From an optimization exercise on the open Yosys and OpenROAD flow, aimed at small area; shortcuts taken in it are not production practice. The RTL was checked by simulation tests, not by an equivalence proof against the original design. Power figures rest on the tool's default switching activity, not on a simulated workload.

## flow/standard.sh

```bash
#!/bin/bash
# synth_recipe.tcl (not shown) runs the flow's synth.tcl, then flattens the netlist and writes it again
# the make line also repeats each setting of config.mk as NAME=value (left out here)
make -C /OpenROAD-flow-scripts/flow DESIGN_CONFIG=/design/flow/config.mk WORK_HOME=/design/flow/orfs CLKGATE_MAP_FILE= SYNTH_SCRIPT=/design/flow/synth_recipe.tcl "${@:-finish}"
```

## flow/flow/abc_area.script

```
strash
&get -n
&st
&synch2
&dch -f
&nf -a -R 1000
&put
mfs2 -a
strash
&get -n
&st
&syn2
&dch -f
&nf -a -R 1000
&put
topo
```

## flow/flow/run.sh

```bash
#!/bin/bash
# Own layout flow: the standard ORFS flow with
#  - an area-oriented ABC mapping script (registers are mapped exactly as in
#    the standard synthesis; only the combinational mapping differs),
#  - no full-adder extraction before ABC,
#  - minimum-size port buffers and small clock-tree buffers.
# Each tool's full output is kept in a log file in this folder.
set -uo pipefail
W=$(pwd)
rm -rf "$W/scripts_local"
cp -r "$FLOW_HOME/scripts" "$W/scripts_local"
cp "$W/flow/abc_area.script" "$W/scripts_local/abc_area.script"
bash "$W/standard.sh" \
    "SCRIPTS_DIR=$W/scripts_local" \
    ABC_AREA=1 \
    ADDER_MAP_FILE= \
    "BUFFER_PORTS_ARGS=-buffer_cell sky130_fd_sc_hd__buf_1" \
    "CTS_ARGS=-sink_clustering_enable -repair_clock_nets -dont_use_dummy_load -buf_list sky130_fd_sc_hd__clkbuf_4 sky130_fd_sc_hd__clkbuf_8 -root_buf sky130_fd_sc_hd__clkbuf_8" \
    finish > "$W/orfs_make.log" 2>&1
rc=$?
tail -40 "$W/orfs_make.log"
exit $rc
```

## flow/constraint.sdc

```tcl
create_clock -name core_clock -period 27.0 [get_ports {clk}]
set_input_delay 5.4000 -clock core_clock [delete_from_list [all_inputs] [get_ports {clk}]]
set_output_delay 5.4000 -clock core_clock [all_outputs]
set_load 0.01 [all_outputs]
```

## flow/design.v

```verilog
module scc (
    input  wire        clk,
    input  wire        rst,           
    input  wire        cmd_valid,
    input  wire [7:0]  cmd,
    output wire        ready,
    input  wire        ofs_we,
    input  wire [31:0] ofs_wdata,
    output reg  [31:0] ofs,
    output wire [31:0] msf,           
    output reg  [31:0] edc,
    output wire [31:0] status,
    output reg         mem_en,
    output reg         mem_we,
    output reg  [11:0] mem_addr,
    output reg  [7:0]  mem_wdata,
    input  wire [7:0]  mem_rdata
);
    reg        msf_v;                 
    reg [6:0]  msf_f, msf_s;          
    reg [7:0]  msf_m;                 
    reg        sync_ok, form2, blank, addr_ok;
    reg [1:0]  cause;
    wire       err = cause[0] | cause[1];
    reg [7:0]  fcmd;                  
    assign msf    = {6'd0, msf_v, 2'd0, msf_f, 1'b0, msf_s, msf_m};
    assign status = {8'd0, fcmd, 5'd0, cause, err, 4'd0, addr_ok, blank, form2, sync_ok};
    localparam [3:0] S_IDLE  = 4'd0,
                     S_DEC   = 4'd1,
                     S_MSF   = 4'd2,
                     S_WR    = 4'd3,
                     S_CHK   = 4'd4,
                     S_EDC   = 4'd5,
                     S_EDCW  = 4'd6,
                     S_ERD   = 4'd7,
                     S_ELAST = 4'd8,
                     S_EW0   = 4'd9,
                     S_EW1   = 4'd10;
    reg [3:0]  st;
    reg [11:0] a;           
    reg [2:0]  sub;         
    reg [2:0]  mh;          
    reg [7:0]  acc_a;       
    reg [7:0]  acc_b;       
    reg [6:0]  maj;         
    assign ready = (st == S_IDLE);
    wire clr = rst | (ready & cmd_valid & (cmd == 8'hFF));
    wire op_msfenc = ~fcmd[3] & ~fcmd[4] & ~fcmd[5];    
    wire op_clr    = fcmd[4] & ~fcmd[1] & ~fcmd[0];     
    wire op_synth  = fcmd[5];
    wire layer_q   = fcmd[2];                           
    wire [3:0] fq = acc_a[6:3];
    wire [2:0] fr = acc_a[2:0];
    wire [3:0] sq = acc_b[6:3];
    wire [2:0] sr = acc_b[2:0];
    wire [4:0] mq = {acc_b[7], maj[6:3]};
    wire [2:0] mr = maj[2:0];
    wire       bad = acc_a[7];
    function [3:0] dbl5;
        input [2:0] r;
        input       c;
        begin
            case ({r, c})
                4'b000_0: dbl5 = 4'b0_000;
                4'b000_1: dbl5 = 4'b0_001;
                4'b001_0: dbl5 = 4'b0_010;
                4'b001_1: dbl5 = 4'b0_011;
                4'b010_0: dbl5 = 4'b0_100;
                4'b010_1: dbl5 = 4'b1_000;
                4'b011_0: dbl5 = 4'b1_001;
                4'b011_1: dbl5 = 4'b1_010;
                4'b100_0: dbl5 = 4'b1_011;
                default:  dbl5 = 4'b1_100;
            endcase
        end
    endfunction
    wire [4:0]  msf_i = {a[1:0], sub};                
    reg  [18:0] ofs_rev;
    integer     jj;
    always @(*)
        for (jj = 0; jj < 19; jj = jj + 1)
            ofs_rev[jj] = ofs[18 - jj];
    wire        ofs_bit = ofs_rev[msf_i];
    wire [3:0]  fd  = dbl5(fr, ofs_bit);
    wire        cf  = fq[3] | ((fq == 4'd7) & fd[3]);
    wire [3:0]  fqn = {fq[2:0], fd[3]} + {3'd0, cf};
    wire [3:0]  sd  = dbl5(sr, cf);
    wire        cs  = (sq > 4'd5);
    wire [2:0]  sq6 = sq[2:0] - 3'd6;
    wire [3:0]  sqn = {cs ? sq6 : sq[2:0], sd[3]};
    wire [3:0]  md  = dbl5(mr, cs);
    wire [4:0]  mqn = {mq[3:0], md[3]};
    wire        badn = bad | (mq > 5'd9);
    wire        k1  = (sr > 3'd2);
    wire [2:0]  src = k1 ? sr - 3'd3 : sr + 3'd2;
    wire        k2  = k1 & (sq == 4'd11);
    wire [3:0]  sqc = k2 ? 4'd0 : sq + {3'd0, k1};
    wire        k3  = k2 & (mr == 3'd4);
    wire [2:0]  mrc = k3 ? 3'd0 : mr + {2'd0, k2};
    wire [4:0]  mqc = mq + {4'd0, k3};
    wire        badc = bad | (k3 & (mq == 5'd19));
    wire        ofs_bad = bad | (|ofs[31:19]);
    wire [4:0] hq = (a[1:0] == 2'd0) ? mq : (a[1:0] == 2'd1) ? {1'b0, sq} : {1'b0, fq};
    wire [2:0] hr = (a[1:0] == 2'd0) ? mr : (a[1:0] == 2'd1) ? sr : fr;
    wire [3:0] hu = hq[0] ? {1'b0, hr} + 4'd5 : {1'b0, hr};
    wire [7:0] hdr_b = (a[1:0] == 2'd3) ? 8'h02 : {hq[4:1], hu};
    wire       a_lo16 = (a[11:4] == 8'd0);
    wire [7:0] sync_b = (a[3:0] == 4'd0 || a[3:0] == 4'd11) ? 8'h00 : 8'hFF;
    wire [7:0] pat    = ~a_lo16 ? 8'h00 : (a[3:2] == 2'b11) ? hdr_b : sync_b;
    wire [2:0]  bsel   = sub - 3'd1;
    wire        crc_in = (st == S_EDC) & mem_rdata[bsel];
    wire        fb     = edc[0] ^ crc_in;
    wire [31:0] edc_sh = {fb, edc[31:1]} ^ ((fb & (st == S_EDC)) ? 32'h58018001 : 32'd0);
    function [7:0] gf_mul2;
        input [7:0] x;
        gf_mul2 = {x[6:0], 1'b0} ^ (x[7] ? 8'h1D : 8'h00);
    endfunction
    function [7:0] div3;
        input [7:0] x;
        reg [7:0] q;
        reg p7;
        begin
            q[0] = x[0];
            q[1] = q[0] ^ x[1];
            q[2] = q[1] ^ x[2];
            q[3] = q[2] ^ x[3];
            q[4] = q[3] ^ x[4];
            q[5] = q[4] ^ x[5];
            q[6] = q[5] ^ x[6];
            q[7] = q[6] ^ x[7];
            p7 = q[7];
            div3 = {q[7], q[6], q[5], q[4], q[3] ^ p7, q[2], q[1] ^ p7, q[0] ^ p7};
        end
    endfunction
    wire [5:0]  minor   = {mh, sub};
    wire [5:0]  n_last  = layer_q ? 6'd42 : 6'd23;
    wire [6:0]  m_last  = layer_q ? 7'd123 : 7'd113;    
    wire        q_wrap  = (a >= 12'd2160);
    wire        q_high  = (a >= 12'd1388);
    reg  [11:0] k_ecc;
    always @(*) begin
        if (st == S_ERD)
            k_ecc = layer_q ? (q_wrap ? 12'd1948 : 12'd88) : 12'd86;
        else if (!layer_q)
            k_ecc = 12'd2119;
        else if (!maj[0])
            k_ecc = q_high ? 12'd2637 : 12'd777;
        else
            k_ecc = q_high ? 12'd2721 : 12'd861;
    end
    wire [7:0]  p0 = div3(gf_mul2(acc_a) ^ acc_b);
    wire [7:0]  p1 = p0 ^ acc_b;
    wire [8:0]  w1lo  = {1'b0, layer_q, maj} + (layer_q ? 9'd52 : 9'd86);
    wire [11:0] waddr = (st == S_EW1) ? {3'b100, w1lo} : {4'b1000, layer_q, maj};
    reg [11:0] a_end;
    always @(*) begin
        if (st == S_CHK) begin
            case (fcmd[1:0])
                2'd0:    a_end = 12'd11;
                2'd1:    a_end = 12'd23;
                2'd2:    a_end = 12'd2351;
                default: a_end = 12'd15;
            endcase
        end else begin
            if (op_msfenc || fcmd[1])      a_end = 12'd15;     
            else if (fcmd[0])              a_end = 12'd11;     
            else                           a_end = 12'd2351;   
        end
    end
    wire pass_end = (a == a_end) && (sub == 3'd7);
    wire [7:0] chk_exp = pat | {2'b00, (fcmd[1:0] == 2'd1) & a[1] & ~a[0], 5'd0};
    always @(*) begin
        mem_en    = 1'b0;
        mem_we    = 1'b0;
        mem_addr  = a;
        mem_wdata = 8'h00;
        case (st)
            S_WR: begin
                mem_en    = ~op_msfenc;
                mem_we    = 1'b1;
                mem_wdata = op_clr ? 8'h00 : pat;
            end
            S_CHK, S_EDC, S_ERD: mem_en = 1'b1;
            S_EDCW: begin
                mem_en    = (sub == 3'd1);
                mem_we    = 1'b1;
                mem_wdata = edc[7:0];
            end
            S_EW0, S_EW1: begin
                mem_en    = 1'b1;
                mem_we    = 1'b1;
                mem_addr  = waddr;
                mem_wdata = (st == S_EW1) ? p1 : p0;
            end
            default: ;
        endcase
    end
    wire        sub_wrap = &sub;
    wire [2:0]  sub_inc  = {sub[2] ^ (sub[1] & sub[0]), sub[1] ^ sub[0], ~sub[0]};
    wire        is_ecc   = (st == S_ERD) | (st == S_EW1);
    wire [11:0] k_add    = is_ecc ? k_ecc : 12'd0;
    wire        cin_a    = ~is_ecc & sub_wrap;
    reg  [11:0] a_sum;
    reg         cy;
    integer     ii;
    always @(*) begin
        cy = cin_a;
        for (ii = 0; ii < 12; ii = ii + 1) begin
            a_sum[ii] = a[ii] ^ k_add[ii] ^ cy;
            cy        = (a[ii] & k_add[ii]) | (cy & (a[ii] ^ k_add[ii]));
        end
    end
    wire [14:0] c_inc = {a_sum, sub_inc};
    always @(posedge clk) begin
        if (clr) begin
            ofs     <= 32'd0;
            msf_v   <= 1'b0;
            msf_f   <= 7'd0;
            msf_s   <= 7'd0;
            msf_m   <= 8'd0;
            edc     <= 32'd0;
            sync_ok <= 1'b0;
            form2   <= 1'b0;
            blank   <= 1'b0;
            addr_ok <= 1'b0;
            cause   <= 2'd0;
            fcmd    <= 8'd0;
        end
        if (rst) begin
            st <= S_IDLE;
        end else begin
            case (st)
            S_IDLE: begin
                if (ofs_we)
                    ofs <= ofs_wdata;
                if (cmd_valid && cmd != 8'hFF && !err) begin
                    fcmd <= cmd;
                    st   <= S_DEC;
                end
            end
            S_DEC: begin
                {a, sub} <= 15'd0;
                acc_a    <= 8'd0;
                acc_b    <= 8'd0;
                maj      <= 7'd0;
                mh       <= 3'd0;
                case (fcmd)
                    8'h01, 8'h0B, 8'h12, 8'h20: st <= S_MSF;
                    8'h02: begin
                        a  <= 12'd16;
                        st <= S_EDC;
                    end
                    8'h03, 8'h04: begin
                        a   <= 12'd12;
                        maj <= fcmd[2] ? 7'd72 : 7'd28;
                        st <= S_ERD;
                    end
                    8'h08: begin sync_ok <= 1'b1; st <= S_CHK; end
                    8'h09: begin form2 <= 1'b1; a <= 12'd16; st <= S_CHK; end
                    8'h0A: begin blank <= 1'b1; a <= 12'd16; st <= S_CHK; end
                    8'h10, 8'h11: st <= S_WR;
                    default: begin
                        cause <= 2'd2;
                        st    <= S_IDLE;
                    end
                endcase
            end
            S_MSF: begin
                {a, sub} <= c_inc;
                if (msf_i < 5'd19) begin
                    acc_a <= {badn, fqn, fd[2:0]};
                    acc_b <= {mqn[4], sqn, sd[2:0]};
                    maj   <= {mqn[3:0], md[2:0]};
                end else if (msf_i == 5'd19) begin
                    acc_a[7] <= badc;
                    acc_b    <= {mqc[4], sqc, src};
                    maj      <= {mqc[3:0], mrc};
                end else begin
                    {a, sub} <= {12'd12, 3'd0};
                    if (ofs_bad) begin
                        cause <= 2'd1;
                        st    <= S_IDLE;
                    end else if (fcmd[3]) begin       
                        addr_ok <= 1'b1;
                        st      <= S_CHK;
                    end else begin
                        st <= S_WR;
                        if (op_synth) begin
                            edc      <= 32'd0;
                            {a, sub} <= 15'd0;
                        end
                    end
                end
            end
            S_WR: begin
                {a, sub} <= c_inc;
                if (op_msfenc) begin
                    case (a[1:0])
                        2'd0: msf_m <= hdr_b;
                        2'd1: msf_s <= hdr_b[6:0];
                        2'd2: msf_f <= hdr_b[6:0];
                        default: msf_v <= 1'b1;
                    endcase
                end
                if (pass_end) begin
                    if (op_synth) begin
                        {a, sub} <= {12'd12, 3'd0};
                        acc_a    <= 8'd0;
                        acc_b    <= 8'd0;
                        maj      <= 7'd28;
                        mh       <= 3'd0;
                        st       <= S_ERD;
                    end else begin
                        fcmd <= 8'd0;
                        st   <= S_IDLE;
                    end
                end
            end
            S_CHK: begin
                {a, sub} <= c_inc;
                if (sub != 3'd0 && mem_rdata != chk_exp) begin
                    case (fcmd[1:0])
                        2'd0: sync_ok <= 1'b0;
                        2'd1: form2   <= 1'b0;
                        2'd2: blank   <= 1'b0;
                        default: addr_ok <= 1'b0;
                    endcase
                end
                if (pass_end) begin
                    fcmd <= 8'd0;
                    st   <= S_IDLE;
                end
            end
            S_EDC: begin
                {a, sub} <= c_inc;
                if (a == 12'd16 && sub == 3'd0)
                    edc <= 32'd0;
                else
                    edc <= edc_sh;
                if (a == 12'd2072)
                    st <= S_EDCW;
            end
            S_EDCW: begin
                {a, sub} <= c_inc;
                edc <= edc_sh;
                if (a == 12'd2076) begin
                    fcmd <= 8'd0;
                    st   <= S_IDLE;
                end
            end
            S_ERD: begin
                sub <= sub_inc;
                mh  <= mh + {2'd0, sub_wrap};
                if (minor != 6'd0) begin
                    acc_a <= gf_mul2(acc_a ^ mem_rdata);
                    acc_b <= acc_b ^ mem_rdata;
                end
                if (minor == n_last)
                    st <= S_ELAST;
                else
                    a <= a_sum;
            end
            S_ELAST: begin
                acc_a <= gf_mul2(acc_a ^ mem_rdata);
                acc_b <= acc_b ^ mem_rdata;
                st    <= S_EW0;
            end
            S_EW0: st <= S_EW1;
            S_EW1: begin
                acc_a     <= 8'd0;
                acc_b     <= 8'd0;
                {mh, sub} <= 6'd0;
                maj       <= maj + 7'd1;
                a         <= a_sum;
                st        <= S_ERD;
                if (maj == m_last) begin
                    maj <= 7'd72;
                    a   <= 12'd12;
                    if (op_synth && !layer_q) begin
                        fcmd[2] <= 1'b1;
                    end else begin
                        fcmd <= 8'd0;
                        st   <= S_IDLE;
                    end
                end
            end
            default: st <= S_IDLE;
            endcase
        end
    end
endmodule
```

## flow/config.mk

```make
export PLATFORM = sky130hd
export DESIGN_NAME = scc
export DESIGN_NICKNAME = scc
export VERILOG_FILES = /design/flow/design.v
export SDC_FILE = /design/flow/constraint.sdc
export NUM_CORES = 4
export LEC_CHECK = 0
export CAP_MARGIN = 20
export CORE_MARGIN = 2
export CORE_UTILIZATION = 40
export PLACE_DENSITY = 0.6
export SLEW_MARGIN = 20
```

==> reports/qor.yml, run 1 <==
die_y_microns: 151.5
synth_common_cells: "133 x a21oi_1, 111 x nor2_1, 105 x dfxtp_1"
pin_count: 203
status: "stopped before the end"
placementRows: 53
synthDistinctLibCells: 55
yosys.area.top_type: "dfxtp_1"
ys_ff_latch: 146
async_reset_ff_share_pct: 0
numPortBuffers: 176
syn_area_sq_um: 8707
synthCells: 1027
post-dp-hpwl_microns: 21760
synth_edf_count: 41
die_width_microns: 151.5
yosysSeqAreaShare_pct: 38.28
place_inst: 1486
netlist.area_leader.share_pct: 24.14
yosysMostFrequentCell: "a21oi_1"
synthFlopType: "dfxtp_1"
syn_area_per_cell_sq_um: 8.478
dpl_cell_area_sq_um: 9712
synth.area.top_cells: "dfxtp_1 24%, edfxtp_1 14%, a21oi_1 7.6%"
firstError: "[ERROR STA-0564] clock_tree_synthesis positional arguments not supported."
start_util_pct: 41.03
ys_warn_count: 1
gp_congestion: 0.9647
haltStage: "clock tree synthesis (4_1_cts)"
## worst max-delay path by stage
| stage | start | endpoint | slack (ns) | cells after the start |
|---|---|---|---|---|
| floorplan | mem_rdata[6] | mem_wdata[1] | 14.79 | 9 |
| global placement | mem_rdata[6] | mem_wdata[1] | 14.22 | 11 |
| detailed placement | mem_rdata[6] | mem_wdata[1] | 14.15 | 11 |
## logic make-up after synthesis
family	synth area share, %
AOI/OAI and AO/OA	27.58
xor gates and xnor gates	8.651
adders and majority gates	0.4599
buffers and inverters	3.449
DFF	38.28
muxes	1.523
other	0.04307
and+or+nand+nor	20.02
## metrics by stage
| step | setup slack (ns) | power (W) | utilization [%] |
|---|---|---|---|
| after floorplan | 14.79 | 0.0005559 | - |
| after global placement | 14.22 | 0.0006631 | 45.74 |
| after detailed placement | 14.15 | 0.0006638 | 45.77 |
## power by group through the flow
stage | clock [W] | sequential (W) | combinational [W]
floorplan | 0 | 0.000312 | 0.000244
global placement | 0 | 0.000323 | 0.000340
detailed placement | 0 | 0.000324 | 0.000340
==> inputs of run 2 (changes only) <==
--- a/flow/flow/run.sh
+++ b/flow/flow/run.sh
@@ -15,5 +15,7 @@
     ABC_AREA=1 \
+    SLEW_MARGIN=0 \
+    CAP_MARGIN=0 \
     ADDER_MAP_FILE= \
     "BUFFER_PORTS_ARGS=-buffer_cell sky130_fd_sc_hd__buf_1" \
-    "CTS_ARGS=-sink_clustering_enable -repair_clock_nets -dont_use_dummy_load -buf_list sky130_fd_sc_hd__clkbuf_4 sky130_fd_sc_hd__clkbuf_8 -root_buf sky130_fd_sc_hd__clkbuf_8" \
+    "CTS_ARGS=-sink_clustering_enable -repair_clock_nets -dont_use_dummy_load -buf_list sky130_fd_sc_hd__clkbuf_8 -root_buf sky130_fd_sc_hd__clkbuf_8" \
     finish > "$W/orfs_make.log" 2>&1
==> reports/qor.yml, run 2 <==
hold_buffers: 0
synthCells: 1027  # unchanged
grt_pass1_wl_microns: 44790
die_width_microns: 151.5  # unchanged
drive_above_1_share_pct: 3.583
first_iter_violations: 849
drt_wl_total_microns: 29320
min_path_type: "reg -> reg"
path_max_fanout: 6
reg2reg_to: "a[11]$_DFFE_PP_"
cp_top_family: "XOR/XNOR gates"
power_density_nw_per_um2: 80.08
fin_util_pct: 46.85
grt_pass1_vias: 7900
cpPeakStageDelay_ns: 0.32
placementRows: 53  # unchanged
gp_congestion: 0.9647  # unchanged
yosys.area.top_type: "dfxtp_1"
n_fill_cell: 2189
grtUsageMet1_pct: 36.15
p_comb_share_pct: 43.5
worst_pin_slew_ns: 1.210
dieArea_sq_um: 22960
die_y_microns: 151.5  # unchanged
hp-start: "msf_v$_DFF_P_"
post-dp-hpwl_microns: 21750  # about the same
grt_max_degree: 36
grtUsageTotal_pct: 25.44
gr-usage-met2_pct: 37.60
rsz0062_at_grt: "no"
ys_warn_count: 1  # unchanged
numPortBuffers: 176  # unchanged
clock_tree.root_cell: "clkbuf_8"
netlist.area_leader.share_pct: 24.14  # unchanged
clock_power_share_pct: 16.3
r2r-start: "a[2]$_DFFE_PP_"
start_util_pct: 41.03  # unchanged
vias: 8887
crit_chain: "buf_1 -> mux4_2 -> clkinv_1 -> a21oi_1 -> nand3_1 -> xnor2_1 -> nand2_1 -> xnor2_1 -> nand2_1 -> o221ai_1 -> buf_1"
path_clk_slew_ns: 0.05
whs_path_depth: 2
yosysMostFrequentCell: "a21oi_1"
synthFlopType: "dfxtp_1"
routed_via_density: 5.913
drtPass1Iterations: 5
relSlewSlack_pct: 18.56
worst_slack_ns: 14.13
clk_latency_ns: 0.47
cap_violations: 0
syn_to_final_growth_pct: 14.17
cts.htree.levels: 4
period_share_pct: 47.66
critPathLaunch: "mem_rdata[1]"
min_period_ns: 12.87
reg.largest.list: "edc (32), ofs (32), a (12)"
switchingPower_w: 0.0003464
reg2regPathDepth: 19
async_reset_ff_share_pct: 0  # unchanged
setup_tns_ns: 0
synth_common_cells: "133 x a21oi_1, 111 x nor2_1, 105 x dfxtp_1"
worstPathRequired_ns: 21.60
clock-skew-final_ns: 0.04548
met3_usage_pct: 5.599
finalHoldViolCount: 0
reg2reg_slack_ns: 21.84
pin_count: 203  # unchanged
cts_resized: 0
yosysSeqAreaShare_pct: 38.28  # unchanged
p_leak_nw: 3.427
synth.area.top_cells: "dfxtp_1 24%, edfxtp_1 14%, a21oi_1 7.6%"
worst-setup-path-type: "in -> out"
slew_violations: 0
ant_nets: 0
cp_data_arrival_time_ns: 7.47
cts_setup_buffers: 0
power.total_w: 0.0007961
slowest_stage: "xnor2_1"
post-route-drc-count: 0
synthDistinctLibCells: 55  # unchanged
cts_sinks: 146
syn_area_per_cell_sq_um: 8.478  # unchanged
syn_area_sq_um: 8707  # unchanged
seqPwrFrac_pct: 40.2
nets: 1282
coreArea_sq_um: 21220
setup_viol_count_final: 0
wl_per_cell_microns: 19.50
p_int_w: 0.0004497
cp-end-kind: "primary output"
cts_tree: "built"
max_clock_freq_ghz: 0.07771
grt-ovfl-total: 0
place_ws_ns: 14.14  # -0.01170 ns
clk_path_buf_depth: 2
mostFrequentLayoutCells: "176 x buf_1, 133 x a21oi_1, 110 x nor2_1"
final_common_cell: "buf_1"
antenna_found_initial: 0
ys_ff_latch: 146  # unchanged
start_kind: "primary input"
synth_edf_count: 41  # unchanged
crit_buf_inv: 3
num_antenna_cells: 0
gr-max-usage-layer: "met2"
peakVddDrop_mv: 0.03917
numCtsBuffers: 17
status: "timing/DRC/antenna clean"
holdPathEnd: "msf_v$_DFF_P_"
switching_share_pct: 43.51
==> run 2: cell counts after synthesis <==
No cell type changed its count.
==> run 2: worst max path at each step <==
stage                   end  slack (ns)  depth (start not counted)
4_1_cts        mem_wdata[1]       14.13                         11
3_3_place_gp   mem_wdata[1]       14.22                         11
2_1_floorplan  mem_wdata[1]       14.79                          9
6_report       mem_wdata[1]       14.13                         11
3_5_place_dp   mem_wdata[1]       14.14                         11
5_1_grt        mem_wdata[1]       13.83                         11
==> run 2: kinds of logic after synthesis <==
| family | Yosys count | share of synthesized area [%] |
|---|---|---|
| simple gates | 367 | 20.02 |
| buf+inv | 46 | 3.449 |
| other cells | 1 | 0.04307 |
| mux | 7 | 1.523 |
| xor+xnor | 86 | 8.651 |
| compound gates | 370 | 27.58 |
| flops | 146 | 38.28 |
| fa+ha+maj | 4 | 0.4599 |
==> run 2: stage by stage <==
stage / std cells / cell area, sq um / hold WS [ns]
after global placement: 1486 / 9707 / 0.4399
after CTS: 1503 / 9941 / 0.4589
final: 1503 / 9941 / 0.4512
after global routing: 1503 / 9941 / 0.5260
after detailed placement: 1486 / 9707 / 0.4465
after floorplan: 1052 / 8801 / 0.4263
==> run 2: final cells by class <==
type | count | area, sq um | share of cell area, %
sequential | 146 | 3333 | 33.53
clock buffer | 17 | 234.0 | 2.354
multi-input combinational | 860 | 5196 | 52.27
inverter | 12 | 45.04 | 0.4531
tap | 275 | 344.1 | 3.461
timing repair buffer | 193 | 788.3 | 7.930
==> run 2: power groups by stage <==
| stage | Clock, W | Sequential (W) | Combinational, W |
|---|---|---|---|
| 6_report | 0.000129 | 0.000320 | 0.000346 |
| 5_1_grt | 0.000142 | 0.000326 | 0.000379 |
| 4_1_cts | 0.000133 | 0.000319 | 0.000342 |
| 3_5_place_dp | 0 | 0.000324 | 0.000340 |
| 3_3_place_gp | 0 | 0.000323 | 0.000340 |
| 2_1_floorplan | 0 | 0.000312 | 0.000244 |
==> run 2: worst register-to-register path: stages (launching register included) <==
cell and delay [ns]:
edfxtp_1 0.53, and2_0 0.36, a311oi_1 0.32, nor3_1 0.08, a211oi_1 0.48, xnor2_1 0.18
a31o_1 0.20, nor2_1 0.10, maj3_1 0.39, o21bai_1 0.23, o21a_1 0.15, a21oi_1 0.07
nand3b_1 0.13, nand2_1 0.09, maj3_1 0.40, maj3_1 0.42, maj3_1 0.38, o22ai_1 0.17
xor2_1 0.16, nor2_1 0.05
==> run 2: per-layer routing <==
layer	vias up	part of all wire (%)	wire length (microns)
met3	64	8.7	2548
met2	451	43	12630
li1	4213	-	-
met4	0	3.4	1005
met5	-	0	0
met1	4159	45	13130
==> inputs of run 3 (changes only) <==
--- a/flow/flow/run.sh
+++ b/flow/flow/run.sh
@@ -17,2 +17,3 @@
     CAP_MARGIN=0 \
+    SKIP_REPAIR_TIE_FANOUT=1 \
     ADDER_MAP_FILE= \
==> reports/qor.yml, run 3 <==
status: "timing/DRC/antenna clean"
synth.area.top_cells: "dfxtp_1 24%, edfxtp_1 14%, a21oi_1 7.6%"
cp-end-kind: "primary output"
ys_warn_count: 1  # unchanged
pin_count: 203  # unchanged
drive_above_1_share_pct: 3.497  # -0.086 points
syn_to_final_growth_pct: 12.90
cts.htree.levels: 4  # unchanged
grtUsageTotal_pct: 25.26  # -0.17 points
reg.largest.list: "edc (32), ofs (32), a (12)"
vias: 8828  # -0.66%
dieArea_sq_um: 22960  # unchanged
cap_violations: 0  # unchanged
coreArea_sq_um: 21220  # unchanged
seqPwrFrac_pct: 40.5  # +0.3 points
numCtsBuffers: 17  # unchanged
drtPass1Iterations: 5  # unchanged
p_comb_share_pct: 43.3  # -0.2 points
reg2reg_slack_ns: 21.82  # -0.02 ns
nets: 1255  # -2.1%
syn_area_per_cell_sq_um: 8.478  # unchanged
final_common_cell: "buf_1"
synthFlopType: "dfxtp_1"
clk_latency_ns: 0.47  # about the same
stdcell_area_sq_um: 9831  # -1.1%
power_density_nw_per_um2: 80.73  # +0.80%
min_path_type: "reg -> reg"
fin_util_pct: 46.33  # -0.52 points
netlist.area_leader.share_pct: 24.14  # unchanged
dpl_cell_area_sq_um: 9597  # -1.1%
p_int_w: 0.0004494  # about the same
die_y_microns: 151.5  # unchanged
clock_tree.root_cell: "clkbuf_8"
cts_setup_buffers: 0  # unchanged
start_kind: "primary input"
antenna_found_initial: 0  # unchanged
slew_violations: 0  # unchanged
switchingPower_w: 0.0003442  # -0.62%
cts_sinks: 146  # unchanged
ant_nets: 0  # unchanged
synth_edf_count: 41  # unchanged
cp_data_arrival_time_ns: 7.44  # -0.03 ns
path_clk_slew_ns: 0.07  # +0.02 ns
grt-ovfl-total: 0  # unchanged
setup_tns_ns: 0  # unchanged
placementRows: 53  # unchanged
min_period_ns: 12.84  # -0.03120 ns
switching_share_pct: 43.38  # -0.14 points
first_iter_violations: 748  # -12%
p_leak_nw: 3.335  # -2.7%
worst_pin_slew_ns: 1.172  # -0.03843 ns
post-dp-hpwl_microns: 21470  # -1.3%
peakVddDrop_mv: 0.03978  # +1.6%
period_share_pct: 47.55  # -0.12 points
hold_buffers: 0  # unchanged
syn_area_sq_um: 8707  # unchanged
clock_power_share_pct: 16.2  # about the same
clock-skew-final_ns: 0.04572  # +0.0002424 ns
numPortBuffers: 176  # unchanged
async_reset_ff_share_pct: 0  # unchanged
synthCells: 1027  # unchanged
cts_tree: "built"
worstPathRequired_ns: 21.60  # about the same
setup_viol_count_final: 0  # unchanged
path_max_fanout: 6  # unchanged
max_clock_freq_ghz: 0.07790  # +0.24%
num_antenna_cells: 0  # unchanged
finalNonFillerCells: 1476  # -1.8%
hold_ws_ns: 0.4599  # +0.008685 ns
yosysSeqAreaShare_pct: 38.28  # unchanged
synth_common_cells: "133 x a21oi_1, 111 x nor2_1, 105 x dfxtp_1"
gp_congestion: 0.9456  # -2.0%
place_inst: 1459  # -1.8%
grt_pass1_wl_microns: 44600  # -0.42%
drt_wl_total_microns: 29030  # -0.99%
clk_path_buf_depth: 2  # unchanged
grt_max_degree: 36  # unchanged
routed_via_density: 5.981  # +1.2%
mostFrequentLayoutCells: "176 x buf_1, 133 x a21oi_1, 110 x nor2_1"
finalHoldViolCount: 0  # unchanged
ys_ff_latch: 146  # unchanged
yosys.area.top_type: "dfxtp_1"
start_util_pct: 41.03  # unchanged
wl_per_cell_microns: 19.67  # +0.83%
relSlewSlack_pct: 21.26  # +2.7 points
die_width_microns: 151.5  # unchanged
rsz0062_at_grt: "no"
grt_pass1_vias: 8033  # +1.7%
yosysMostFrequentCell: "a21oi_1"
cts_resized: 0  # unchanged
synthDistinctLibCells: 55  # unchanged
worst-setup-path-type: "in -> out"
post-route-drc-count: 0  # unchanged
-- run 3: cell counts after synthesis --
No cell type changed its count.
-- run 3: cells by family (layout without fill, tap and decap cells) --
kind of cell	count (synthesis)	count (layout)	share of synthesized area (%)
compound gates	370	370	27.58
simple gates	367	367	20.02
flops	146	146	38.28
xor+xnor	86	86	8.651
buf+inv	46	220	3.449
mux	7	7	1.523
fa+ha+maj	4	4	0.4599
other cells	1	1	0.04307
-- run 3: path summary, 6_finish.rpt --
kind,start,cells after the start,to
worst max-delay path,mem_rdata[6],11,mem_wdata[1]
worst min register to register,msf_v$_DFF_P_,2,msf_v$_DFF_P_
worst min-delay path,msf_v$_DFF_P_,2,msf_v$_DFF_P_
worst max register to register,a[2]$_DFFE_PP_,19,a[11]$_DFFE_PP_
-- run 3: cell type report --
| class | instances | area (sq um) |
|---|---|---|
| Clock buffer | 17 | 234.0 |
| Fill cell | 2193 | 11390 |
| Tap cell | 275 | 344.1 |
| Sequential cell | 146 | 3333 |
| Timing Repair Buffer | 191 | 773.2 |
| Inverter | 12 | 45.04 |
| Multi-Input combinational cell | 835 | 5101 |
-- run 3: worst max-delay path, cell delays in order --
cell	delay, ns
buf_1	0.24
mux4_2	0.29
clkinv_1	0.06
a21oi_1	0.14
nand3_1	0.13
xnor2_1	0.25
nand2_1	0.25
xnor2_1	0.30
nand2_1	0.08
o221ai_1	0.11
buf_1	0.18
-- run 3: routing by layer --
layer / global-route usage (%) / vias up / share of wire [%]
li1: - / 4196 / -
met1: 35.61 / 4119 / 45
met2: 37.78 / 458 / 43
met3: 4.521 / 55 / 8.4
met4: 11.20 / 0 / 3.6
met5: 0 / - / 0
-- run 3: power groups by stage --
stage               logic, W  registers (W)  clock network (W)
floorplan           0.000244       0.000312                  0
global placement    0.000338       0.000324                  0
detailed placement  0.000338       0.000324                  0
CTS                 0.000340       0.000320           0.000133
global route        0.000378       0.000327           0.000141
finish              0.000343       0.000321           0.000129
-- run 3: through the flow --
| step | power [W] | setup WS, ns |
|---|---|---|
| 3_5_place_dp | 0.0006624 | 14.19 |
| 3_3_place_gp | 0.0006624 | 14.19 |
| 4_1_cts | 0.0007926 | 14.17 |
| 5_1_grt | 0.0008453 | 13.92 |
| 2_1_floorplan | 0.0005559 | 14.79 |
| 6_report | 0.0007936 | 14.16 |
==> inputs of run 4 (changes only) <==
--- a/flow/flow/run.sh
+++ b/flow/flow/run.sh
@@ -15,8 +15,5 @@
     ABC_AREA=1 \
-    SLEW_MARGIN=0 \
-    CAP_MARGIN=0 \
-    SKIP_REPAIR_TIE_FANOUT=1 \
     ADDER_MAP_FILE= \
     "BUFFER_PORTS_ARGS=-buffer_cell sky130_fd_sc_hd__buf_1" \
-    "CTS_ARGS=-sink_clustering_enable -repair_clock_nets -dont_use_dummy_load -buf_list sky130_fd_sc_hd__clkbuf_8 -root_buf sky130_fd_sc_hd__clkbuf_8" \
+    "CTS_ARGS=-sink_clustering_enable -repair_clock_nets -dont_use_dummy_load -buf_list {sky130_fd_sc_hd__clkbuf_4 sky130_fd_sc_hd__clkbuf_8} -root_buf sky130_fd_sc_hd__clkbuf_8" \
     finish > "$W/orfs_make.log" 2>&1
==> reports/qor.yml, run 4 <==
status: "timing/DRC/antenna clean"
post-route-drc-count: 0  # unchanged
antenna_found_initial: 0  # unchanged
min_path_type: "reg -> reg"
synth_edf_count: 41  # unchanged
synth.area.top_cells: "dfxtp_1 24%, edfxtp_1 14%, a21oi_1 7.6%"
synth_common_cells: "133 x a21oi_1, 111 x nor2_1, 105 x dfxtp_1"
cts_tree: "built"
die_width_microns: 151.5  # unchanged
start_util_pct: 41.03  # unchanged
synthDistinctLibCells: 55  # unchanged
worst_pin_slew_ns: 1.056  # -0.1158 ns
slowest_stage: "xnor2_1"
clk_path_buf_depth: 2  # unchanged
peakVddDrop_mv: 0.03820  # -4.0%
numPortBuffers: 176  # unchanged
netlist.area_leader.share_pct: 24.14  # unchanged
crit_chain: "buf_1 -> mux4_2 -> clkinv_1 -> a21oi_1 -> nand3_1 -> xnor2_1 -> nand2_1 -> xnor2_1 -> nand2_1 -> o221ai_1 -> buf_1"
synthCells: 1027  # unchanged
drt_wl_total_microns: 29310  # +0.99%
min_period_ns: 12.87  # +0.02830 ns
reg.largest.list: "edc (32), ofs (32), a (12)"
grt_max_degree: 36  # unchanged
dieArea_sq_um: 22960  # unchanged
ys_warn_count: 1  # unchanged
power_density_nw_per_um2: 80.08  # -0.81%
reg2reg_slack_ns: 21.84  # +0.02 ns
die_y_microns: 151.5  # unchanged
cts_setup_buffers: 0  # unchanged
nets: 1282  # +2.2%
grt_pass1_wl_microns: 44550  # -0.11%
path_max_fanout: 6  # unchanged
setup_viol_count_final: 0  # unchanged
setup_tns_ns: 0  # unchanged
path_clk_slew_ns: 0.06  # about the same
dpl_cell_area_sq_um: 9712  # +1.2%
cp_data_arrival_time_ns: 7.47  # +0.03 ns
routed_via_density: 5.898  # -1.4%
cts.htree.levels: 4  # unchanged
mostFrequentLayoutCells: "176 x buf_1, 133 x a21oi_1, 110 x nor2_1"
syn_area_sq_um: 8707  # unchanged
finalNonFillerCells: 1503  # +1.8%
slew_violations: 0  # unchanged
grtUsageTotal_pct: 25.31  # +0.048 points
pin_count: 203  # unchanged
clock_tree.root_cell: "clkbuf_8"
post-dp-hpwl_microns: 21760  # +1.3%
cap_violations: 0  # unchanged
cts_resized: 0  # unchanged
rsz0062_at_grt: "no"
p_leak_nw: 3.431  # +2.9%
syn_to_final_growth_pct: 14.36
num_antenna_cells: 0  # unchanged
numCtsBuffers: 17  # unchanged
placementRows: 53  # unchanged
gp_congestion: 0.9647  # +2.0%
period_share_pct: 47.65  # +0.10 points
vias: 8865  # +0.42%
n_fill_cell: 2184  # -0.41%
yosysMostFrequentCell: "a21oi_1"
stdcell_area_sq_um: 9957  # +1.3%
start_kind: "primary input"
worst-setup-path-type: "in -> out"
max_clock_freq_ghz: 0.07772  # -0.22%
finalHoldViolCount: 0  # unchanged
cpPeakStageDelay_ns: 0.34  # +0.04 ns
ant_nets: 0  # unchanged
syn_area_per_cell_sq_um: 8.478  # unchanged
async_reset_ff_share_pct: 0  # unchanged
final_common_cell: "buf_1"
cts_sinks: 146  # unchanged
place_inst: 1486  # +1.9%
drtPass1Iterations: 6  # +1
clock-skew-final_ns: 0.04170  # -0.004019 ns
grt-ovfl-total: 0  # unchanged
yosysSeqAreaShare_pct: 38.28  # unchanged
first_iter_violations: 768  # +2.7%
worstPathRequired_ns: 21.60  # about the same
cp-end-kind: "primary output"
hold_buffers: 0  # unchanged
yosys.area.top_type: "dfxtp_1"
clk_latency_ns: 0.47  # about the same
coreArea_sq_um: 21220  # unchanged
drive_above_1_share_pct: 3.746  # +0.25 points
relSlewSlack_pct: 29.59  # +8.3 points
ys_ff_latch: 146  # unchanged
wl_per_cell_microns: 19.50  # -0.83%
grt_pass1_vias: 7836  # -2.5%
synthFlopType: "dfxtp_1"
run 4: final cells by class:
| type | count | area [sq um] | share of cell area [%] |
|---|---|---|---|
| Clock buffer | 17 | 234.0 | 2.350 |
| Inverter | 12 | 45.04 | 0.4524 |
| Multi-Input combinational cell | 860 | 5213 | 52.35 |
| Sequential cell | 146 | 3333 | 33.48 |
| Tap cell | 275 | 344.1 | 3.456 |
| Timing Repair Buffer | 193 | 788.3 | 7.917 |
run 4: path summary, 6_finish.rpt:
kind	startpoint	end	depth (start not counted)
setup / recovery	mem_rdata[1]	mem_wdata[1]	11
hold / removal	msf_v$_DFF_P_	msf_v$_DFF_P_	2
setup reg to reg	a[2]$_DFFE_PP_	a[11]$_DFFE_PP_	19
hold reg to reg	msf_v$_DFF_P_	msf_v$_DFF_P_	2
run 4: critical path: cells and delay by family:
kind | cells | cell delay, ns
xor+xnor | 2 | 0.58
buf+inv | 3 | 0.48
compound gates | 2 | 0.26
simple gates | 3 | 0.45
mux | 1 | 0.29
run 4: layer usage:
layer	vias up	global-route usage [%]	part of all wire, %
met5	-	0	0
met2	438	37.87	43
met3	50	5.419	8.5
met1	4163	36.12	45
li1	4214	-	-
met4	0	8.750	2.9
run 4: logic make-up (layout without fill, tap and decap cells):
kind of cell	count (synthesis)	count (layout)	share of synthesized area, %
buffers and inverters	46	222	3.449
multiplexers	7	7	1.523
AO/OA/AOI/OAI	370	370	27.58
flip-flops	146	146	38.28
adder cells (fa/ha/maj)	4	4	0.4599
AND/OR/NAND/NOR	367	367	20.02
XOR/XNOR	86	86	8.651
other	1	26	0.04307
run 4: power breakdown:
group / internal (W) / switching (W) / leakage, nW
clock: 0.0000555 / 0.0000747 / 0.122
sequential: 0.000263 / 0.0000576 / 1.24
combinational: 0.000132 / 0.000215 / 2.07
run 4: per-stage QoR:
step	setup WS, ns	utilization [%]	power, W	hold slack (ns)
floorplan	14.79	-	0.0005559	0.4263
detailed placement	14.15	45.77	0.0006638	0.4448
global route	13.87	46.92	0.0008476	0.5253
finish	14.13	46.92	0.0007973	0.4504
CTS	14.14	46.87	0.0007941	0.4582
global placement	14.22	45.74	0.0006631	0.4399
==> inputs of run 5 (changes only) <==
--- a/flow/flow/run.sh
+++ b/flow/flow/run.sh
@@ -15,5 +15,7 @@
     ABC_AREA=1 \
+    SLEW_MARGIN=0 \
+    CAP_MARGIN=0 \
     ADDER_MAP_FILE= \
     "BUFFER_PORTS_ARGS=-buffer_cell sky130_fd_sc_hd__buf_1" \
-    "CTS_ARGS=-sink_clustering_enable -repair_clock_nets -dont_use_dummy_load -buf_list {sky130_fd_sc_hd__clkbuf_4 sky130_fd_sc_hd__clkbuf_8} -root_buf sky130_fd_sc_hd__clkbuf_8" \
+    "CTS_ARGS=-sink_clustering_enable -repair_clock_nets -dont_use_dummy_load -buf_list sky130_fd_sc_hd__clkbuf_8 -root_buf sky130_fd_sc_hd__clkbuf_8 -sink_clustering_size 30 -sink_clustering_max_diameter 150" \
     finish > "$W/orfs_make.log" 2>&1
==> reports/qor.yml, run 5 <==
syn_to_final_growth_pct: 14.17
clock-skew-final_ns: 0.04548  # +0.003776 ns
yosysSeqAreaShare_pct: 38.28  # unchanged
final_common_cell: "buf_1"
yosysMostFrequentCell: "a21oi_1"
clk_latency_ns: 0.47  # about the same
placementRows: 53  # unchanged
grt_pass1_vias: 7900  # +0.82%
cts_resized: 0  # unchanged
wl_per_cell_microns: 19.50  # about the same
antenna_found_initial: 0  # unchanged
numPortBuffers: 176  # unchanged
synthCells: 1027  # unchanged
syn_area_per_cell_sq_um: 8.478  # unchanged
synth.area.top_cells: "dfxtp_1 24%, edfxtp_1 14%, a21oi_1 7.6%"
start_util_pct: 41.03  # unchanged
vias: 8887  # +0.25%
max_clock_freq_ghz: 0.07771  # about the same
cts_setup_buffers: 0  # unchanged
min_path_type: "reg -> reg"
place_inst: 1486  # unchanged
hold_buffers: 0  # unchanged
numCtsBuffers: 17  # unchanged
die_y_microns: 151.5  # unchanged
finalHoldViolCount: 0  # unchanged
path_max_fanout: 6  # unchanged
nets: 1282  # unchanged
cap_violations: 0  # unchanged
rsz0062_at_grt: "no"
clk_path_buf_depth: 2  # unchanged
synth_common_cells: "133 x a21oi_1, 111 x nor2_1, 105 x dfxtp_1"
path_clk_slew_ns: 0.05  # about the same
cp-end-kind: "primary output"
power_density_nw_per_um2: 80.08  # about the same
ys_ff_latch: 146  # unchanged
worst_pin_slew_ns: 1.210  # +0.1543 ns
reg2regPathDepth: 19  # unchanged
worstPathRequired_ns: 21.60  # about the same
num_antenna_cells: 0  # unchanged
hold_ws_ns: 0.4512  # +0.0008880 ns
power.total_w: 0.0007961  # -0.16%
start_kind: "primary input"
netlist.area_leader.share_pct: 24.14  # unchanged
async_reset_ff_share_pct: 0  # unchanged
reg.largest.list: "edc (32), ofs (32), a (12)"
first_iter_violations: 849  # +11%
pin_count: 203  # unchanged
synthDistinctLibCells: 55  # unchanged
relSlewSlack_pct: 18.56  # -11 points
whs_path_depth: 2  # unchanged
slew_violations: 0  # unchanged
cts_tree: "built"
stdcell_area_sq_um: 9941  # -0.16%
drtPass1Iterations: 5  # -1
cts_sinks: 146  # unchanged
p_leak_nw: 3.427  # -0.12%
syn_area_sq_um: 8707  # unchanged
status: "timing/DRC/antenna clean"
min_period_ns: 12.87  # +0.002900 ns
finalNonFillerCells: 1503  # unchanged
peakVddDrop_mv: 0.03917  # +2.5%
dieArea_sq_um: 22960  # unchanged
grt_pass1_wl_microns: 44790  # +0.53%
synth_edf_count: 41  # unchanged
cts.htree.levels: 4  # unchanged
die_width_microns: 151.5  # unchanged
setup_tns_ns: 0  # unchanged
dpl_cell_area_sq_um: 9707  # about the same
mostFrequentLayoutCells: "176 x buf_1, 133 x a21oi_1, 110 x nor2_1"
period_share_pct: 47.66  # about the same
grt_max_degree: 36  # unchanged
drt_wl_total_microns: 29320  # about the same
coreArea_sq_um: 21220  # unchanged
setup_viol_count_final: 0  # unchanged
clock_tree.root_cell: "clkbuf_8"
drive_above_1_share_pct: 3.583  # -0.16 points
post-dp-hpwl_microns: 21750  # about the same
ys_warn_count: 1  # unchanged
gp_congestion: 0.9647  # unchanged
worst-setup-path-type: "in -> out"
yosys.area.top_type: "dfxtp_1"
grtUsageTotal_pct: 25.44  # +0.13 points
post-route-drc-count: 0  # unchanged
routed_via_density: 5.913  # +0.25%
ant_nets: 0  # unchanged
grt-ovfl-total: 0  # unchanged
cp_data_arrival_time_ns: 7.47  # about the same
synthFlopType: "dfxtp_1"
## run 5: cell count changes in the layout (fill, tap and decap cells not counted)
cell    change
nor3_1      +1
nor4_2      -1
nor4_1      +1
nor3_2      -1
nor2_2      +1
nor2_4      -1
## run 5: area by class of cell
cell class,count,area (sq um)
timing repair buffer,193,788.3
inverter,12,45.04
tap,275,344.1
multi-input combinational,860,5196
fill,2189,11280
clock buffer,17,234.0
sequential,146,3333
## run 5: worst max-delay path: stages
cell and delay (ns):
buf_1 0.25, mux4_2 0.29, clkinv_1 0.06, a21oi_1 0.15, nand3_1 0.12, xnor2_1 0.25
nand2_1 0.25, xnor2_1 0.32, nand2_1 0.08, o221ai_1 0.11, buf_1 0.18
## run 5: final timing paths
path | start | end | slack, ns
setup / recovery | mem_rdata[1] | mem_wdata[1] | 14.13
hold / removal | msf_v$_DFF_P_ | msf_v$_DFF_P_ | 0.45
setup reg to reg | a[2]$_DFFE_PP_ | a[11]$_DFFE_PP_ | 21.84
hold reg to reg | msf_v$_DFF_P_ | msf_v$_DFF_P_ | 0.45
## run 5: power breakdown
group          total, W  internal, W  switching (W)
sequential     0.000320     0.000263      0.0000574
clock          0.000129    0.0000555      0.0000739
combinational  0.000346     0.000131       0.000215
## run 5: routing by layer
metal / vias up / share of wire [%] / global-route usage (%)
met1: 4159 / 45 / 36.15
li1: 4213 / - / -
met3: 64 / 8.7 / 5.599
met2: 451 / 43 / 37.60
met5: - / 0 / 0
met4: 0 / 3.4 / 9.861
## run 5: logic make-up (layout without fill, tap and decap cells)
kind of cell	after synthesis	in the layout	synth area share (%)
AO/OA/AOI/OAI	370	370	27.58
AND/OR/NAND/NOR	367	367	20.02
flip-flops	146	146	38.28
XOR/XNOR	86	86	8.651
buffers and inverters	46	222	3.449
multiplexers	7	7	1.523
adder cells (fa/ha/maj)	4	4	0.4599
other	1	26	0.04307
## run 5: per-stage QoR
step / setup slack [ns] / util [%]
CTS: 14.13 / 46.85
finish: 14.13 / 46.85
floorplan: 14.79 / -
global placement: 14.22 / 45.74
detailed placement: 14.14 / 45.74
global route: 13.83 / 46.85
==> inputs of run 6 (changes only) <==
--- a/flow/flow/run.sh
+++ b/flow/flow/run.sh
@@ -17,5 +17,6 @@
     CAP_MARGIN=0 \
+    SKIP_REPAIR_TIE_FANOUT=1 \
     ADDER_MAP_FILE= \
     "BUFFER_PORTS_ARGS=-buffer_cell sky130_fd_sc_hd__buf_1" \
-    "CTS_ARGS=-sink_clustering_enable -repair_clock_nets -dont_use_dummy_load -buf_list sky130_fd_sc_hd__clkbuf_8 -root_buf sky130_fd_sc_hd__clkbuf_8 -sink_clustering_size 30 -sink_clustering_max_diameter 150" \
+    "CTS_ARGS=-repair_clock_nets -dont_use_dummy_load -buf_list sky130_fd_sc_hd__clkbuf_8 -root_buf sky130_fd_sc_hd__clkbuf_8" \
     finish > "$W/orfs_make.log" 2>&1
==> reports/qor.yml, run 6 <==
die_y_microns: 151.5  # unchanged
clock-skew-final_ns: 0.04572  # +0.0002424 ns
ant_nets: 0  # unchanged
cp_data_arrival_time_ns: 7.44  # -0.03 ns
seq_area_sq_um: 3333  # unchanged
cp-end-kind: "primary output"
grtUsageTotal_pct: 25.26  # -0.17 points
path_max_fanout: 6  # unchanged
status: "timing/DRC/antenna clean"
nets: 1255  # -2.1%
syn_to_final_growth_pct: 12.90
cap_violations: 0  # unchanged
dpl_cell_area_sq_um: 9597  # -1.1%
power.total_w: 0.0007936  # -0.31%
cts_tree: "built"
start_util_pct: 41.03  # unchanged
dieArea_sq_um: 22960  # unchanged
p_leak_nw: 3.335  # -2.7%
async_reset_ff_share_pct: 0  # unchanged
setup_viol_count_final: 0  # unchanged
stdcell_area_sq_um: 9831  # -1.1%
clk_path_buf_depth: 2  # unchanged
power_density_nw_per_um2: 80.73  # +0.80%
whs_path_depth: 2  # unchanged
ys_warn_count: 1  # unchanged
cts.htree.levels: 4  # unchanged
cts_setup_buffers: 0  # unchanged
reg2regPathDepth: 19  # unchanged
synth_common_cells: "133 x a21oi_1, 111 x nor2_1, 105 x dfxtp_1"
synthFlopType: "dfxtp_1"
clk_latency_ns: 0.47  # about the same
synthCells: 1027  # unchanged
num_antenna_cells: 0  # unchanged
ys_ff_latch: 146  # unchanged
syn_area_per_cell_sq_um: 8.478  # unchanged
start_kind: "primary input"
post-route-drc-count: 0  # unchanged
post-dp-hpwl_microns: 21470  # -1.3%
synthDistinctLibCells: 55  # unchanged
numPortBuffers: 176  # unchanged
drt_wl_total_microns: 29030  # -0.99%
die_width_microns: 151.5  # unchanged
slowest_stage: "xnor2_1"
wl_per_cell_microns: 19.67  # +0.83%
grt_pass1_vias: 8033  # +1.7%
yosysSeqAreaShare_pct: 38.28  # unchanged
crit_chain: "buf_1 -> mux4_2 -> clkinv_1 -> a21oi_1 -> nand3_1 -> xnor2_1 -> nand2_1 -> xnor2_1 -> nand2_1 -> o221ai_1 -> buf_1"
synth.area.top_cells: "dfxtp_1 24%, edfxtp_1 14%, a21oi_1 7.6%"
cts_sinks: 146  # unchanged
first_iter_violations: 748  # -12%
relSlewSlack_pct: 21.26  # +2.7 points
n_fill_cell: 2193  # +0.18%
yosys.area.top_type: "dfxtp_1"
min_period_ns: 12.84  # -0.03120 ns
drtPass1Iterations: 5  # unchanged
hold_buffers: 0  # unchanged
multi_input_area_sq_um: 5101  # -1.8%
worstPathRequired_ns: 21.60  # about the same
final_common_cell: "buf_1"
gp_congestion: 0.9456  # -2.0%
yosysMostFrequentCell: "a21oi_1"
reg.largest.list: "edc (32), ofs (32), a (12)"
routed_via_density: 5.981  # +1.2%
finalHoldViolCount: 0  # unchanged
peakVddDrop_mv: 0.03978  # +1.6%
mostFrequentLayoutCells: "176 x buf_1, 133 x a21oi_1, 110 x nor2_1"
max_clock_freq_ghz: 0.07790  # +0.24%
grt_max_degree: 36  # unchanged
vias: 8828  # -0.66%
rsz0062_at_grt: "no"
worst_pin_slew_ns: 1.172  # -0.03843 ns
min_path_type: "reg -> reg"
worst-setup-path-type: "in -> out"
pin_count: 203  # unchanged
placementRows: 53  # unchanged
coreArea_sq_um: 21220  # unchanged
clock_tree.root_cell: "clkbuf_8"
drive_above_1_share_pct: 3.497  # -0.086 points
path_clk_slew_ns: 0.07  # +0.02 ns
synth_edf_count: 41  # unchanged
slew_violations: 0  # unchanged
netlist.area_leader.share_pct: 24.14  # unchanged
grt-ovfl-total: 0  # unchanged
setup_tns_ns: 0  # unchanged
cpPeakStageDelay_ns: 0.30  # -0.02 ns
antenna_found_initial: 0  # unchanged
numCtsBuffers: 17  # unchanged
syn_area_sq_um: 8707  # unchanged
grt_pass1_wl_microns: 44600  # -0.42%
cts_resized: 0  # unchanged
period_share_pct: 47.55  # -0.12 points
## run 6: worst max-delay path: cells and delay by family
family	cells	cell delay [ns]
AO/OA/AOI/OAI	2	0.25
XOR/XNOR	2	0.55
buffers and inverters	3	0.48
multiplexers	1	0.29
AND/OR/NAND/NOR	3	0.46
## run 6: cell type report
class | instances | area share, %
Sequential cell | 146 | 33.91
Timing Repair Buffer | 191 | 7.866
Clock buffer | 17 | 2.380
Multi-Input combinational cell | 835 | 51.89
Inverter | 12 | 0.4582
Tap cell | 275 | 3.500
## run 6: stage by stage
| stage | utilization (%) | cells | hold slack (ns) | worst slack (ns) |
|---|---|---|---|---|
| 2_1_floorplan | - | 1027 | 0.4263 | 14.79 |
| 3_3_place_gp | 45.22 | 1459 | 0.4436 | 14.19 |
| 3_5_place_dp | 45.22 | 1459 | 0.4458 | 14.19 |
| 4_1_cts | 46.33 | 1476 | 0.4623 | 14.17 |
| 5_1_grt | 46.33 | 1476 | 0.5162 | 13.92 |
| 6_report | 46.33 | 1476 | 0.4599 | 14.16 |
## run 6: worst paths after layout
check,slack [ns],to,start
worst max-delay path,14.16,mem_wdata[1],mem_rdata[6]
worst min-delay path,0.46,msf_v$_DFF_P_,msf_v$_DFF_P_
worst max register to register,21.82,a[11]$_DFFE_PP_,a[2]$_DFFE_PP_
worst min register to register,0.46,msf_v$_DFF_P_,msf_v$_DFF_P_
## run 6: cell families after synthesis
logic type	after synthesis	share of synthesized area, %
simple gates	367	20.02
flops	146	38.28
fa+ha+maj	4	0.4599
other cells	1	0.04307
mux	7	1.523
compound gates	370	27.58
xor+xnor	86	8.651
buf+inv	46	3.449
## run 6: power by group
group | internal [W] | total (W) | switching (W)
combinational | 0.000131 | 0.000343 | 0.000212
sequential | 0.000263 | 0.000321 | 0.0000586
clock | 0.0000554 | 0.000129 | 0.0000734
total | 0.000449 | 0.000794 | 0.000344
## run 6: layer usage
layer / up-vias / share of wire, % / routed length, microns / global-route usage [%]
met5: - / 0 / 0 / 0
met4: 0 / 3.6 / 1037 / 11.20
met3: 55 / 8.4 / 2441 / 4.521
met2: 458 / 43 / 12580 / 37.78
met1: 4119 / 45 / 12960 / 35.61
li1: 4196 / - / - / -
==> inputs of run 7 (changes only) <==
--- a/flow/flow/run.sh
+++ b/flow/flow/run.sh
@@ -20,3 +20,3 @@
     "BUFFER_PORTS_ARGS=-buffer_cell sky130_fd_sc_hd__buf_1" \
-    "CTS_ARGS=-repair_clock_nets -dont_use_dummy_load -buf_list sky130_fd_sc_hd__clkbuf_8 -root_buf sky130_fd_sc_hd__clkbuf_8" \
+    "CTS_ARGS=-sink_clustering_enable -repair_clock_nets -dont_use_dummy_load -buf_list sky130_fd_sc_hd__clkbuf_8 -root_buf sky130_fd_sc_hd__clkbuf_8 -sink_clustering_size 40 -sink_clustering_max_diameter 250 -sink_clustering_levels 1" \
     finish > "$W/orfs_make.log" 2>&1
==> reports/qor.yml, run 7 <==
netlist.area_leader.share_pct: 24.14  # unchanged
setup_tns_ns: 0  # unchanged
grt_pass1_vias: 8033  # unchanged
synthFlopType: "dfxtp_1"
holdPathEnd: "msf_v$_DFF_P_"
cpPeakStageDelay_ns: 0.30  # about the same
relSlewSlack_pct: 21.26  # unchanged
worst-setup-path-type: "in -> out"
peakVddDrop_mv: 0.03978  # unchanged
gp_congestion: 0.9456  # unchanged
min_period_ns: 12.84  # unchanged
post-dp-hpwl_microns: 21470  # unchanged
routed_via_density: 5.981  # unchanged
synth_edf_count: 41  # unchanged
slew_violations: 0  # unchanged
reg2regPathDepth: 19  # unchanged
drt_wl_total_microns: 29030  # unchanged
max_clock_freq_ghz: 0.07790  # unchanged
cts_tree: "built"
hold_buffers: 0  # unchanged
dieArea_sq_um: 22960  # unchanged
cts_resized: 0  # unchanged
die_y_microns: 151.5  # unchanged
cts.htree.levels: 4  # unchanged
die_width_microns: 151.5  # unchanged
worst_pin_slew_ns: 1.172  # unchanged
grt-ovfl-total: 0  # unchanged
final_common_cell: "buf_1"
start_util_pct: 41.03  # unchanged
pin_count: 203  # unchanged
nets: 1255  # unchanged
syn_area_sq_um: 8707  # unchanged
cts_sinks: 146  # unchanged
whs_path_depth: 2  # unchanged
placementRows: 53  # unchanged
syn_to_final_growth_pct: 12.90  # unchanged
drive_above_1_share_pct: 3.497  # unchanged
numCtsBuffers: 17  # unchanged
ys_ff_latch: 146  # unchanged
yosysMostFrequentCell: "a21oi_1"
setup_viol_count_final: 0  # unchanged
yosysSeqAreaShare_pct: 38.28  # unchanged
reg2reg_to: "a[11]$_DFFE_PP_"
wl_per_cell_microns: 19.67  # unchanged
post-route-drc-count: 0  # unchanged
drtPass1Iterations: 5  # unchanged
synth.area.top_cells: "dfxtp_1 24%, edfxtp_1 14%, a21oi_1 7.6%"
worstPathRequired_ns: 21.60  # about the same
coreArea_sq_um: 21220  # unchanged
finalHoldViolCount: 0  # unchanged
mostFrequentLayoutCells: "176 x buf_1, 133 x a21oi_1, 110 x nor2_1"
cts_setup_buffers: 0  # unchanged
status: "timing/DRC/antenna clean"
crit_buf_inv: 3  # unchanged
start_kind: "primary input"
syn_area_per_cell_sq_um: 8.478  # unchanged
synthCells: 1027  # unchanged
num_antenna_cells: 0  # unchanged
path_max_fanout: 6  # unchanged
cp-end-kind: "primary output"
grtUsageTotal_pct: 25.26  # unchanged
numPortBuffers: 176  # unchanged
rsz0062_at_grt: "no"
hp-start: "msf_v$_DFF_P_"
vias: 8828  # unchanged
min_path_type: "reg -> reg"
power_density_nw_per_um2: 80.73  # unchanged
first_iter_violations: 748  # unchanged
yosys.area.top_type: "dfxtp_1"
reg.largest.list: "edc (32), ofs (32), a (12)"
synthDistinctLibCells: 55  # unchanged
slowest_stage: "xnor2_1"
crit_chain: "buf_1 -> mux4_2 -> clkinv_1 -> a21oi_1 -> nand3_1 -> xnor2_1 -> nand2_1 -> xnor2_1 -> nand2_1 -> o221ai_1 -> buf_1"
grt_max_degree: 36  # unchanged
synth_common_cells: "133 x a21oi_1, 111 x nor2_1, 105 x dfxtp_1"
async_reset_ff_share_pct: 0  # unchanged
clk_latency_ns: 0.47  # about the same
r2r-start: "a[2]$_DFFE_PP_"
period_share_pct: 47.55  # unchanged
cp_data_arrival_time_ns: 7.44  # about the same
clock_tree.root_cell: "clkbuf_8"
p_leak_nw: 3.335  # unchanged
cp.depth: 11  # unchanged
cp_top_family: "XOR/XNOR gates"
antenna_found_initial: 0  # unchanged
clk_path_buf_depth: 2  # unchanged
ant_nets: 0  # unchanged
fin_util_pct: 46.33  # unchanged
cap_violations: 0  # unchanged
clock-skew-final_ns: 0.04572  # unchanged
reg2reg_slack_ns: 21.82  # about the same
grt_pass1_wl_microns: 44600  # unchanged
path_clk_slew_ns: 0.07  # about the same
ys_warn_count: 1  # unchanged
## run 7: cell counts in the layout (fill, tap and decap cells not counted)
No cell type changed its count.
## run 7: layout make-up
type,count,area (sq um)
clock buffer,17,234.0
fill,2193,11390
inverter,12,45.04
multi-input combinational,835,5101
sequential,146,3333
tap,275,344.1
timing repair buffer,191,773.2
## run 7: tightest hold or removal path: stages, from the launching register on
cell,delay (ns)
dfxtp_1,0.33
nand2_1,0.05
o21ai_0,0.05
## run 7: power breakdown
part	internal (W)	total (W)	leakage (nW)	switching, W
combinational	0.000131	0.000343	1.98	0.000212
clock	0.0000554	0.000129	0.122	0.0000734
sequential	0.000263	0.000321	1.24	0.0000586
## run 7: cells by family after synthesis
kind of cell,count (synthesis),synth area share [%]
flip-flops,146,38.28
XOR/XNOR,86,8.651
AND/OR/NAND/NOR,367,20.02
adder cells (fa/ha/maj),4,0.4599
multiplexers,7,1.523
AO/OA/AOI/OAI,370,27.58
buffers and inverters,46,3.449
other,1,0.04307
## run 7: through the flow
stage / hold slack [ns] / setup WS, ns / cells / area [sq um] / total power [W]
6_report: 0.4599 / 14.16 / 1476 / 9831 / 0.0007936
3_3_place_gp: 0.4436 / 14.19 / 1459 / 9597 / 0.0006624
5_1_grt: 0.5162 / 13.92 / 1476 / 9831 / 0.0008453
3_5_place_dp: 0.4458 / 14.19 / 1459 / 9597 / 0.0006624
2_1_floorplan: 0.4263 / 14.79 / 1027 / 8707 / 0.0005559
4_1_cts: 0.4623 / 14.17 / 1476 / 9831 / 0.0007926
## run 7: metal layers
metal / vias to the layer above / GRT usage [%] / wire, microns
met1: 4119 / 35.61 / 12960
li1: 4196 / - / -
met3: 55 / 4.521 / 2441
met2: 458 / 37.78 / 12580
met5: - / 0 / 0
met4: 0 / 11.20 / 1037
## run 7: how the worst max path moves through the flow
| stage | from | endpoint | slack [ns] |
|---|---|---|---|
| floorplan | mem_rdata[6] | mem_wdata[1] | 14.79 |
| global placement | mem_rdata[6] | mem_wdata[1] | 14.19 |
| detailed placement | mem_rdata[6] | mem_wdata[1] | 14.19 |
| CTS | mem_rdata[6] | mem_wdata[1] | 14.17 |
| global route | mem_rdata[6] | mem_wdata[1] | 13.92 |
| finish | mem_rdata[6] | mem_wdata[1] | 14.16 |

## re-timing with driven ports
The results above use ideal ports. As a check the final layouts listed here were re-extracted and re-timed, cells and wires unchanged.
Step 1: set_driving_cell puts a clkbuf_16 on clk and a buf_2 on each other input, an assumption about the parent block.
Step 2 adds t to the input delays and takes it off the output delays; t is the mean of the earliest and latest rising clock arrival at the registers after step 1. Input paths then give back, and output paths get back, about the clock's delay inside the block.
a / b / c = ideal ports / drivers / drivers and shift; a / b = the first two.
| run | t, ns | slack for setup (ns) | worst setup path at the end | worst data-port slew with drivers (ns) |
|---|---|---|---|---|
| run 2 | 0.491 | 14.131 / 14.099 / 14.099 | input to output | 0.04 |
| run 3 | 0.490 | 14.162 / 14.136 / 14.136 | input to output | 0.04 |
| run 4 | 0.489 | 14.134 / 14.100 / 14.100 | input to output | 0.04 |
| run 5 | 0.491 | 14.131 / 14.099 / 14.099 | input to output | 0.04 |
| run 6 | 0.490 | 14.162 / 14.136 / 14.136 | input to output | 0.04 |
| run 7 | 0.490 | 14.162 / 14.136 / 14.136 | input to output | 0.04 |
After both steps every run listed still meets setup and hold. For run 4, which loses most, drivers alone change the setup slack by -0.034 ns; drivers and shift together by -0.034 ns.
